What follows belongs to an exercise in optimizing a design on an open flow for small area, a short achievable clock period and few clock cycles; a production flow would make more cautious choices. In this exercise RTL edits were held to simulation tests only and were not proved equivalent to the original. No activity file was given, so power comes from the tool's default toggle rates.

==> inputs of lagoon <==
==> flow/design.v (excerpt) <==
module ambi_core (
    input  wire        clk,
    input  wire        rst,            
    input  wire        cmd_valid,
    output wire        cmd_ready,
    input  wire [3:0]  cmd_op,
    input  wire [7:0]  cmd_addr,
    input  wire [31:0] cmd_data,
    output wire        out_valid,
    input  wire        out_ready,
    output wire [7:0]  out_data,
    output wire        out_last,
    output reg         rsp_valid,
    output reg  [31:0] rsp_data
);
    localparam NCH = 24;
    localparam [31:0] ALPHA_INIT  = 32'h3F000000;    
    localparam [31:0] BRIGHT_INIT = 32'h3F800000;    
    localparam [31:0] F32_ONE     = 32'h3F800000;
    integer k;
    reg rst_q;
    always @(posedge clk) rst_q <= rst;
    reg  [7:0] lr [0:255];
    reg  [7:0] ph;
    reg        sweep;                   
    wire [7:0] ins_slot  = ph + 8'd1;
    wire [7:0] ins_entry = {ins_slot[0], ins_slot[7:1]};
    reg        rdy_r;
    reg        rdy_pn;              
    reg        h_v;
    reg [3:0]  h_op;
    reg [7:0]  h_addr;
    reg [31:0] h_data;
    assign cmd_ready = ~rdy_pn;
    wire h_show   = h_op == 4'd0;
    wire h_smooth = h_op == 4'd1;
    wire h_bright = h_op == 4'd2;
    wire h_lut    = h_op == 4'd3;
    wire h_pix    = h_op == 4'd4;
    wire h_new    = h_op == 4'd5;
    wire h_frame  = h_op == 4'd6;
    wire h_clear  = h_op == 4'd7;
    wire h_read   = h_op == 4'd8;
    wire data_ok  = h_data[30:23] != 8'hFF;
    wire h_ch     = h_addr[7:5] == 3'd0 && h_addr[4:0] < NCH;    
    wire h_proc   = h_show | (h_bright & data_ok) | h_pix | h_frame;    
    wire h_xop    = h_proc | h_clear;                                   
    reg        proc_busy;       
    reg [4:0]  rph;             
    reg [1:0]  pm;              
    reg [4:0]  pc;              
    reg        clear_m;         
    reg        px_put;          
    reg        smooth_m;        
    reg        xfer_pend;       
    reg        ov_r, ol_r;      
    reg [7:0]  od_r;
    reg        px_busy;         
    reg        px_abs;          
    reg        px_sg;           
    reg        px_zero;         
    reg [4:0]  px_cnt;          
  ...
==> flow/config.mk <==
export PLATFORM = sky130hd
export DESIGN_NAME = ambi_core
export DESIGN_NICKNAME = ambi_core
export VERILOG_FILES = /design/flow/design.v
export SDC_FILE = /design/flow/constraint.sdc
export NUM_CORES = 8
export LEC_CHECK = 0
export ABC_AREA = 1
export CAP_MARGIN = 40
export CORE_MARGIN = 2
export CORE_UTILIZATION = 40
export CTS_CLUSTER_DIAMETER = 80
export CTS_CLUSTER_SIZE = 22
export SLEW_MARGIN = 40
==> flow/constraint.sdc <==
create_clock -name core_clock -period 70.0 [get_ports {clk}]
set_input_delay 14.0000 -clock core_clock [delete_from_list [all_inputs] [get_ports {clk}]]
set_output_delay 14.0000 -clock core_clock [all_outputs]
set_load 0.01 [all_outputs]
standard.sh (not shown) runs the stock make flow with config.mk's settings and CLKGATE_MAP_FILE= SYNTH_SCRIPT=/design/flow/synth_recipe.tcl, a recipe that flattens the netlist after the stock synthesis.
==> flow/flow/run.sh <==
#!/bin/bash
# The standard layout, with a stronger buffer on every port than the
# default choice of buffer_ports, and timing repair aimed at a slack of
# 54.6 ns on the design's 70 ns clock.
set -euo pipefail
export BUFFER_PORTS_ARGS="-buffer_cell sky130_fd_sc_hd__buf_4"
export SETUP_SLACK_MARGIN=54.6
bash standard.sh finish > standard_flow.log 2>&1
==> inputs of umber, as changes to lagoon <==
--- a/flow/design.v
+++ b/flow/design.v
@@ -1198,47 +1198,37 @@
     wire data_ok  = h_data[30:23] != 8'hFF;
     wire h_ch     = h_addr[7:5] == 3'd0 && h_addr[4:0] < NCH;    
     wire h_proc   = h_show | (h_bright & data_ok) | h_pix | h_frame;    
     wire h_xop    = h_proc | h_clear;                                   
     reg        proc_busy;       
     reg [4:0]  rph;             
-    reg [1:0]  pm;              
-    reg [4:0]  pc;              
     reg        clear_m;         
     reg        px_put;          
     reg        smooth_m;        
     reg        xfer_pend;       
     reg        ov_r, ol_r;      
     reg [7:0]  od_r;
     reg        px_busy;         
     reg        px_abs;          
     reg        px_sg;           
     reg        px_zero;         
     reg [4:0]  px_cnt;          
-    wire       fpass = proc_busy & smooth_m;                
-    wire [4:0] e0 = (rph >= 5'd6)  ? rph - 5'd6  : rph + 5'd18;
-    wire [4:0] e1 = (rph >= 5'd14) ? rph - 5'd14 : rph + 5'd10;
-    wire [4:0] e2 = (rph >= 5'd22) ? rph - 5'd22 : rph + 5'd2;
-    wire       fp_ok = pc >= 5'd6;
-    wire na0      = (!fpass | ((pm == 2'd0) & fp_ok)) & (h_addr[4:0] == e0);
-    wire na1      = (!fpass | ((pm == 2'd1) & fp_ok)) & (h_addr[4:0] == e1);
-    wire na2      = (!fpass | ((pm == 2'd2) & fp_ok)) & (h_addr[4:0] == e2);
-    wire new_at   = !h_ch | na0 | na1 | na2;
-    wire at_tap   = (rph == 5'd7) | (rph == 5'd15) | (rph == 5'd23);
-    wire [1:0] tap_n = (rph == 5'd7) ? 2'd1 : (rph == 5'd15) ? 2'd2 : 2'd0;
+    wire [4:0] rph5 = rph - 5'd5;
+    wire new_at   = !h_ch | (h_addr[4:0] == rph - 5'd6);      
+    wire at_0     = rph == 5'd31;                           
     wire o_free   = !xfer_pend & (!ov_r | ol_r);            
     wire x_idle   = !xfer_pend & !ov_r;
     reg h_can;
     always @(*) begin
         if (sweep)          h_can = 1'b0;
         else if (h_new)     h_can = new_at;
         else if (h_lut)     h_can = !proc_busy & (ins_entry == h_addr);
         else if (h_smooth)  h_can = !proc_busy & !an_busy;
         else if (h_read)    h_can = !proc_busy & x_idle & (!h_ch | (rph == h_addr[4:0]));
-        else if (h_pix)     h_can = !proc_busy & o_free & at_tap & !an_busy & (px_put | !h_ch);
-        else if (h_xop)     h_can = !proc_busy & o_free & at_tap & !an_busy;
+        else if (h_pix)     h_can = !proc_busy & o_free & at_0 & !an_busy & (px_put | !h_ch);
+        else if (h_xop)     h_can = !proc_busy & o_free & at_0 & !an_busy;
         else                h_can = 1'b1;
     end
     wire h_exec = h_v & h_can;
     wire       px_step = h_v & h_pix & px_busy & (!px_abs | !h_data[31]);
     wire [31:0] px_neg = ~h_data + 32'd1;
     wire [31:0] px_next = !px_abs ? (h_data[31] ? px_neg : h_data) : {h_data[30:0], 1'b0};
@@ -1270,27 +1260,15 @@
     wire        px_inc = h_data[7] & ((|h_data[6:0]) | h_data[8]);
     wire [30:0] px_mag = {8'd158 - {3'd0, px_cnt}, h_data[30:8]} + {30'd0, px_inc};
     wire [31:0] pix_f  = px_zero ? 32'd0 : {px_sg, px_mag};
     wire h_free = !h_v | h_exec;
     wire x_new = cmd_op == 4'd5;
     wire x_nop = cmd_op[3] & (cmd_op[2:0] != 3'd0);
-    wire       fpass_n = (fpass & (pc != NCH + 5)) | (h_exec & h_frame);
-    wire [1:0] pm_n    = (h_exec & h_xop) ? tap_n : pm;
-    wire       fp_ok_n = !(h_exec & h_xop) & (pc >= 5'd5);
-    wire       al0_n   = !fpass_n | ((pm_n == 2'd0) & fp_ok_n);
-    wire       al1_n   = !fpass_n | ((pm_n == 2'd1) & fp_ok_n);
-    wire       al2_n   = !fpass_n | ((pm_n == 2'd2) & fp_ok_n);
-    wire [4:0] f0 = (rph >= 5'd5)  ? rph - 5'd5  : rph + 5'd19;
-    wire [4:0] f1 = (rph >= 5'd13) ? rph - 5'd13 : rph + 5'd11;
-    wire [4:0] f2 = (rph >= 5'd21) ? rph - 5'd21 : rph + 5'd3;
-    wire x_at  = (cmd_addr[7:5] != 3'd0) | (cmd_addr[4:3] == 2'b11) |
-                 (al0_n & (cmd_addr[4:0] == f0)) | (al1_n & (cmd_addr[4:0] == f1)) |
-                 (al2_n & (cmd_addr[4:0] == f2));
+    wire x_at  = (cmd_addr[7:5] != 3'd0) | (cmd_addr[4:3] == 2'b11) | (cmd_addr[4:0] == rph5);
     wire x_can = x_nop | (x_new & x_at);
-    wire h_soon = h_v & h_new & ((al0_n & (h_addr[4:0] == f0)) | (al1_n & (h_addr[4:0] == f1)) |
-                                 (al2_n & (h_addr[4:0] == f2)));
+    wire h_soon = h_v & h_new & (h_addr[4:0] == rph5);
     always @(posedge clk) begin
         if (rdy_r) begin
             h_op   <= cmd_op;
             h_addr <= cmd_addr;
             h_data <= cmd_data;
         end else if (px_step)
@@ -1340,45 +1318,39 @@
             an_e  <= an_e - 10'd1;
             an_m  <= {an_m[22:0], 1'b0};
         end
         if (!rst_q & h_exec & data_ok & h_bright)
             bright <= data_clamped;
     end
-    reg [31:0] tr [0:NCH-1];      
-    reg [7:0]  orr [0:NCH-1];     
-    reg [7:0]  sr [0:NCH-1];      
-    wire [31:0] t_rd = (pm == 2'd1) ? tr[8] : (pm == 2'd2) ? tr[16] : tr[0];
-    wire [7:0]  s_rd = (pm == 2'd1) ? sr[8] : (pm == 2'd2) ? sr[16] : sr[0];
+    reg [31:0] tr [0:31];         
+    reg [7:0]  orr [0:31];        
+    reg [7:0]  sr [0:31];         
+    wire [31:0] t_rd = tr[0];
+    wire [7:0]  s_rd = sr[0];
     reg  [4:0]  xptr;
     wire [4:0]  o_ridx = x_idle ? h_addr[4:0] : xptr;
-    wire [4:0]  o_pos  = (rph >= o_ridx) ? rph - o_ridx : rph + 5'd24 - o_ridx;
+    wire [4:0]  o_pos  = rph - o_ridx;
     wire        o_in   = o_ridx < NCH;
     reg  [7:0]  o_rd;
     always @(*) begin
         o_rd = 8'd0;
-        for (k = 0; k < NCH; k = k + 1)
+        for (k = 0; k < 32; k = k + 1)
             o_rd = o_rd | ({8{o_in & (o_pos == k)}} & orr[k]);
     end
     always @(posedge clk) begin
         if (rst_q) begin
             proc_busy <= 1'b0;
             rph       <= 5'd0;
-            pm        <= 2'd0;
         end else begin
-            rph <= (rph == NCH - 1) ? 5'd0 : rph + 5'd1;
+            rph <= rph + 5'd1;
             if (h_exec & h_xop) begin
                 proc_busy <= 1'b1;
                 smooth_m  <= h_frame;
                 clear_m   <= h_clear;
-                pm        <= tap_n;
-                pc        <= 5'd0;
-            end else if (proc_busy) begin
-                pc <= pc + 5'd1;
-                if (pc == NCH + 5)
-                    proc_busy <= 1'b0;
-            end
+            end else if (proc_busy & (rph == NCH + 5))
+                proc_busy <= 1'b0;
         end
     end
     wire [31:0] sf;
     ambi_b2f u_b2f (.s(s_rd), .y(sf));
     wire        a_sx, a_sz;
     wire [7:0]  a_ex;
@@ -1426,14 +1398,13 @@
     reg [31:0]  re_p;
     always @(posedge clk)
         re_p <= smooth_m ? d_p : 32'h80000000;
     wire        e_sx, e_sz;
     wire [7:0]  e_ex;
     wire [27:0] e_s;
-    wire [31:0] e_t = (pm == 2'd1) ? tr[12] : (pm == 2'd2) ? tr[20] : tr[4];
-    ambi_add_a u_adda (.a(e_t), .b(re_p), .sx(e_sx), .sz(e_sz), .ex(e_ex), .s(e_s));
+    ambi_add_a u_adda (.a(tr[4]), .b(re_p), .sx(e_sx), .sz(e_sz), .ex(e_ex), .s(e_s));
     reg         rf_sx, rf_sz;
     reg [7:0]   rf_ex;
     reg [27:0]  rf_s;
     always @(posedge clk) begin
         rf_sx <= e_sx;
         rf_sz <= e_sz;
@@ -1452,55 +1423,44 @@
         l_rd = 8'd0;
         for (k = 0; k < 256; k = k + 1)
             l_rd = l_rd | ({8{rg_pos == k}} & lr[k]);
     end
     wire [7:0] shaped;
     ambi_shape_scale u_scale (.gv(l_rd), .bright(bright), .o(shaped));
-    wire        t_zero  = sweep | (proc_busy & clear_m);
-    wire        t_ins   = proc_busy & smooth_m & (pc >= 5'd5) & (pc <= NCH + 4);
+    wire        t_zero  = sweep | (proc_busy & clear_m & (rph < NCH));
+    wire        t_ins   = proc_busy & smooth_m & (rph >= 5'd5) & (rph <= NCH + 4);
     always @(posedge clk) begin
-        tr[0] <= tr[NCH-1];
+        tr[0] <= tr[31];
         tr[1] <= t_zero ? 32'd0 : (px_inj ? pix_f : tr[0]);
-        for (k = 2; k < NCH; k = k + 1)
+        for (k = 2; k < 6; k = k + 1)
+            tr[k] <= tr[k-1];
+        tr[6] <= t_ins ? t_new : tr[5];
+        for (k = 7; k < 32; k = k + 1)
             tr[k] <= tr[k-1];
-        if (t_ins & (pm == 2'd0))
-            tr[6] <= t_new;
-        if (t_ins & (pm == 2'd1))
-            tr[14] <= t_new;
-        if (t_ins & (pm == 2'd2))
-            tr[22] <= t_new;
     end
-    wire [4:0]  o_widx  = pc - 5'd6;
-    wire        o_wen   = proc_busy & (pc >= 5'd6);
+    wire [4:0]  o_widx  = rph - 5'd6;
+    wire        o_wen   = proc_busy & (rph >= 5'd6);
     wire [7:0]  o_wd    = clear_m ? 8'd0 : shaped;
     always @(posedge clk) begin
-        orr[0] <= orr[NCH-1];
-        for (k = 1; k < NCH; k = k + 1)
+        orr[0] <= orr[31];
+        for (k = 1; k < 32; k = k + 1)
             orr[k] <= orr[k-1];
         if (sweep)
             orr[7] <= 8'd0;
-        else if (o_wen & (pm == 2'd0))
+        else if (o_wen)
             orr[7] <= o_wd;
-        if (o_wen & (pm == 2'd1))
-            orr[15] <= o_wd;
-        if (o_wen & (pm == 2'd2))
-            orr[23] <= o_wd;
     end
     wire        s_wen   = h_exec & h_new & h_ch;
     always @(posedge clk) begin
-        sr[0] <= sr[NCH-1];
-        for (k = 1; k < NCH; k = k + 1)
+        sr[0] <= sr[31];
+        for (k = 1; k < 32; k = k + 1)
             sr[k] <= sr[k-1];
         if (sweep)
             sr[7] <= 8'd0;
-        else if (s_wen & na0)
+        else if (s_wen)
             sr[7] <= h_data[7:0];
-        if (s_wen & na1)
-            sr[15] <= h_data[7:0];
-        if (s_wen & na2)
-            sr[23] <= h_data[7:0];
     end
     wire       l_wen   = h_exec & h_lut;
     wire [7:0] ins_val = sweep ? ins_entry : h_data[7:0];
     always @(posedge clk) begin
         if (rst_q) begin
             ph    <= 8'd0;
@@ -1517,28 +1477,34 @@
     reg [2:0]  gcnt;            
     reg        ov_pn, ol_pn;        
     assign out_valid = ~ov_pn;
     assign out_data  = od_r;
     assign out_last  = ~ol_pn;
     wire o_byp  = o_wen & (o_widx == xptr);
-    wire o0_ok  = !proc_busy | (pc > 5'd5);
+    wire o0_ok  = !proc_busy | (rph > 5'd5);
     wire start = xfer_pend & !ov_r & (gcnt == 3'd0) & o0_ok;
     wire adv   = ov_r & out_ready;
     always @(posedge clk) begin
         if (rst | rst_q)
             ov_r <= 1'b0;
         else if (start)
             ov_r <= 1'b1;
         else if (adv & ol_r)
             ov_r <= 1'b0;
-        ov_pn <= rst | rst_q | !(start | (ov_r & !(adv & ol_r)));
+        if (rst | rst_q)
+            ov_pn <= 1'b1;
+        else if (start)
+            ov_pn <= 1'b0;
+        else if (adv & ol_r)
+            ov_pn <= 1'b1;
         if (start | (adv & !ol_r)) begin
             od_r <= o_byp ? o_wd : o_rd;
             ol_r <= xptr == NCH - 1;
         end
-        ol_pn <= (start | (adv & !ol_r)) ? (xptr != NCH - 1) : !ol_r;
+        if (start | (adv & !ol_r))
+            ol_pn <= xptr != NCH - 1;
         if (rst_q) begin
             xfer_pend <= 1'b0;
             xptr      <= 5'd0;
             gcnt      <= 3'd0;
         end else begin
             if (h_exec & h_xop)
@@ -1558,13 +1524,13 @@
     always @(posedge clk) begin
         if (rst | rst_q)
             rsp_valid <= 1'b0;
         else
             rsp_valid <= h_exec & h_read;
         if (h_ch)
-            rsp_data <= tr[0];
+            rsp_data <= t_rd;
         else if (h_addr[7:5] == 3'd1)
             rsp_data <= {24'd0, o_rd};
         else if (h_addr == 8'd64)
             rsp_data <= alpha;
         else if (h_addr == 8'd65)
             rsp_data <= bright;
==> inputs of fjord, as changes to lagoon <==
--- a/flow/config.mk
+++ b/flow/config.mk
@@ -7,8 +7,8 @@
 export LEC_CHECK = 0
 export ABC_AREA = 1
 export CAP_MARGIN = 40
 export CORE_MARGIN = 2
 export CORE_UTILIZATION = 40
 export CTS_CLUSTER_DIAMETER = 80
-export CTS_CLUSTER_SIZE = 22
+export CTS_CLUSTER_SIZE = 25
 export SLEW_MARGIN = 40
==> summary.txt <==
Status
  • Run status: complete, no violations

Final layout
  • Non-clk buf share: 0.02172
  • Multi-input combinational cell area: slightly below 60000 um^2
  • Sequential Area: between 70000 and 80000 um^2
  • Most frequent cells in the layout: 3485 x dfxtp_1, 2664 x nand2_1, 1702 x inv_1

Synthesis
  • Flops & latches, synth: ~3600
  • Post-Synth Adder-Cell Area: 0.08610
  • Mapped Cells: 15100

Power
  • Worst IR Drop VDD: 0.01971 mV

Global routing
  • First-pass GRT wire length: 708000 um

Critical path
  • Reg2reg end: od_r[7]
Source of the figures above: fjord

==> summary.txt <==
Status
  • Run status: complete, no violations

Synthesis
  • Ys async rst share: 0
  • Compound-gate portion of the synthesized area: 0.1169
  • Post-Synth Adder-Cell Area: 0.08169
  • Mapped Cells: about 15000
  • Flops & latches, synth: 4000

Critical path
  • CP max FO: 1
  • Reg2reg end: od_r[6]

Power
  • Worst IR Drop VDD: 0.02392 mV
  • Clock group power: 1350 uW

Final layout
  • Sequential Area: 81070 um^2
  • Multi-input combinational cell area: 55570 um^2
  • Most frequent cells in the layout: 3869 x dfxtp_1, 2496 x nand2_1, 1625 x inv_1
  • Non-clk buf share: 0.02409

Global routing
  • First-pass GRT wire length: 779800 um

STA
  • Setup tns final: 0 ns
Source of the figures above: umber

==> summary.txt <==
Status
  • Run status: complete, no violations

Final layout
  • Final core occ: 0.4410
  • Multi-input combinational cell area: 57620 um^2
  • Non-clk buf share: 0.02169
  • Sequential Area: 73570 um^2
  • Nets: 16030
  • Post-Layout Cell Count: 19900
  • Most frequent cells in the layout: 3486 x dfxtp_1, 2664 x nand2_1, 1702 x inv_1

Critical path
  • Reg2reg end: od_r[5]

Synthesis
  • Flops & latches, synth: 3623
  • Compound-gate portion of the synthesized area: 0.1316
  • Post-Synth Adder-Cell Area: 0.08610

Drt
  • Drt first-iter violations: about 12000

STA
  • Worst slew margin: 0.3345

Global routing
  • First-pass GRT wire length: about 710000 um

Worst hold path
  • Min-Delay Startpoint: lr[24][3]
Source of the figures above: lagoon

Testbench counts of lagoon, summed over its fixed seeds: cycles 4,337.
Testbench counts of umber, summed over its fixed seeds: cycles 4,465.
Testbench counts of fjord, summed over its fixed seeds: cycles 4,337.

## static timing again, ports no longer ideal
Ports are ideal in the flow. The routed layouts listed here were re-timed in OpenROAD.
Step 1, drivers: a clkbuf_16 drives clk and a buf_2 each remaining input, both assumed.
Step 2, shift: input delay + t, output delay - t, t = (earliest + latest rising clock arrival at the registers) / 2. This alone moves slack from input paths to output paths.
Three values: ideal ports, drivers, drivers and shift; two values: the first two.
run | t (ns) | slack for setup (ns) | clock arrival spread, ns
lagoon | 1.010 | 54.480 / 54.374 / 54.085 | 0.165 / 0.165
umber | 1.062 | 54.447 / 54.344 / 54.508 | 0.168 / 0.168
fjord | 1.004 | 54.488 / 54.380 / 54.096 | 0.156 / 0.156
After both steps setup and hold are still met in every run listed. For lagoon, which loses most, drivers alone change the setup slack by -0.106 ns; drivers and shift together by -0.395 ns.
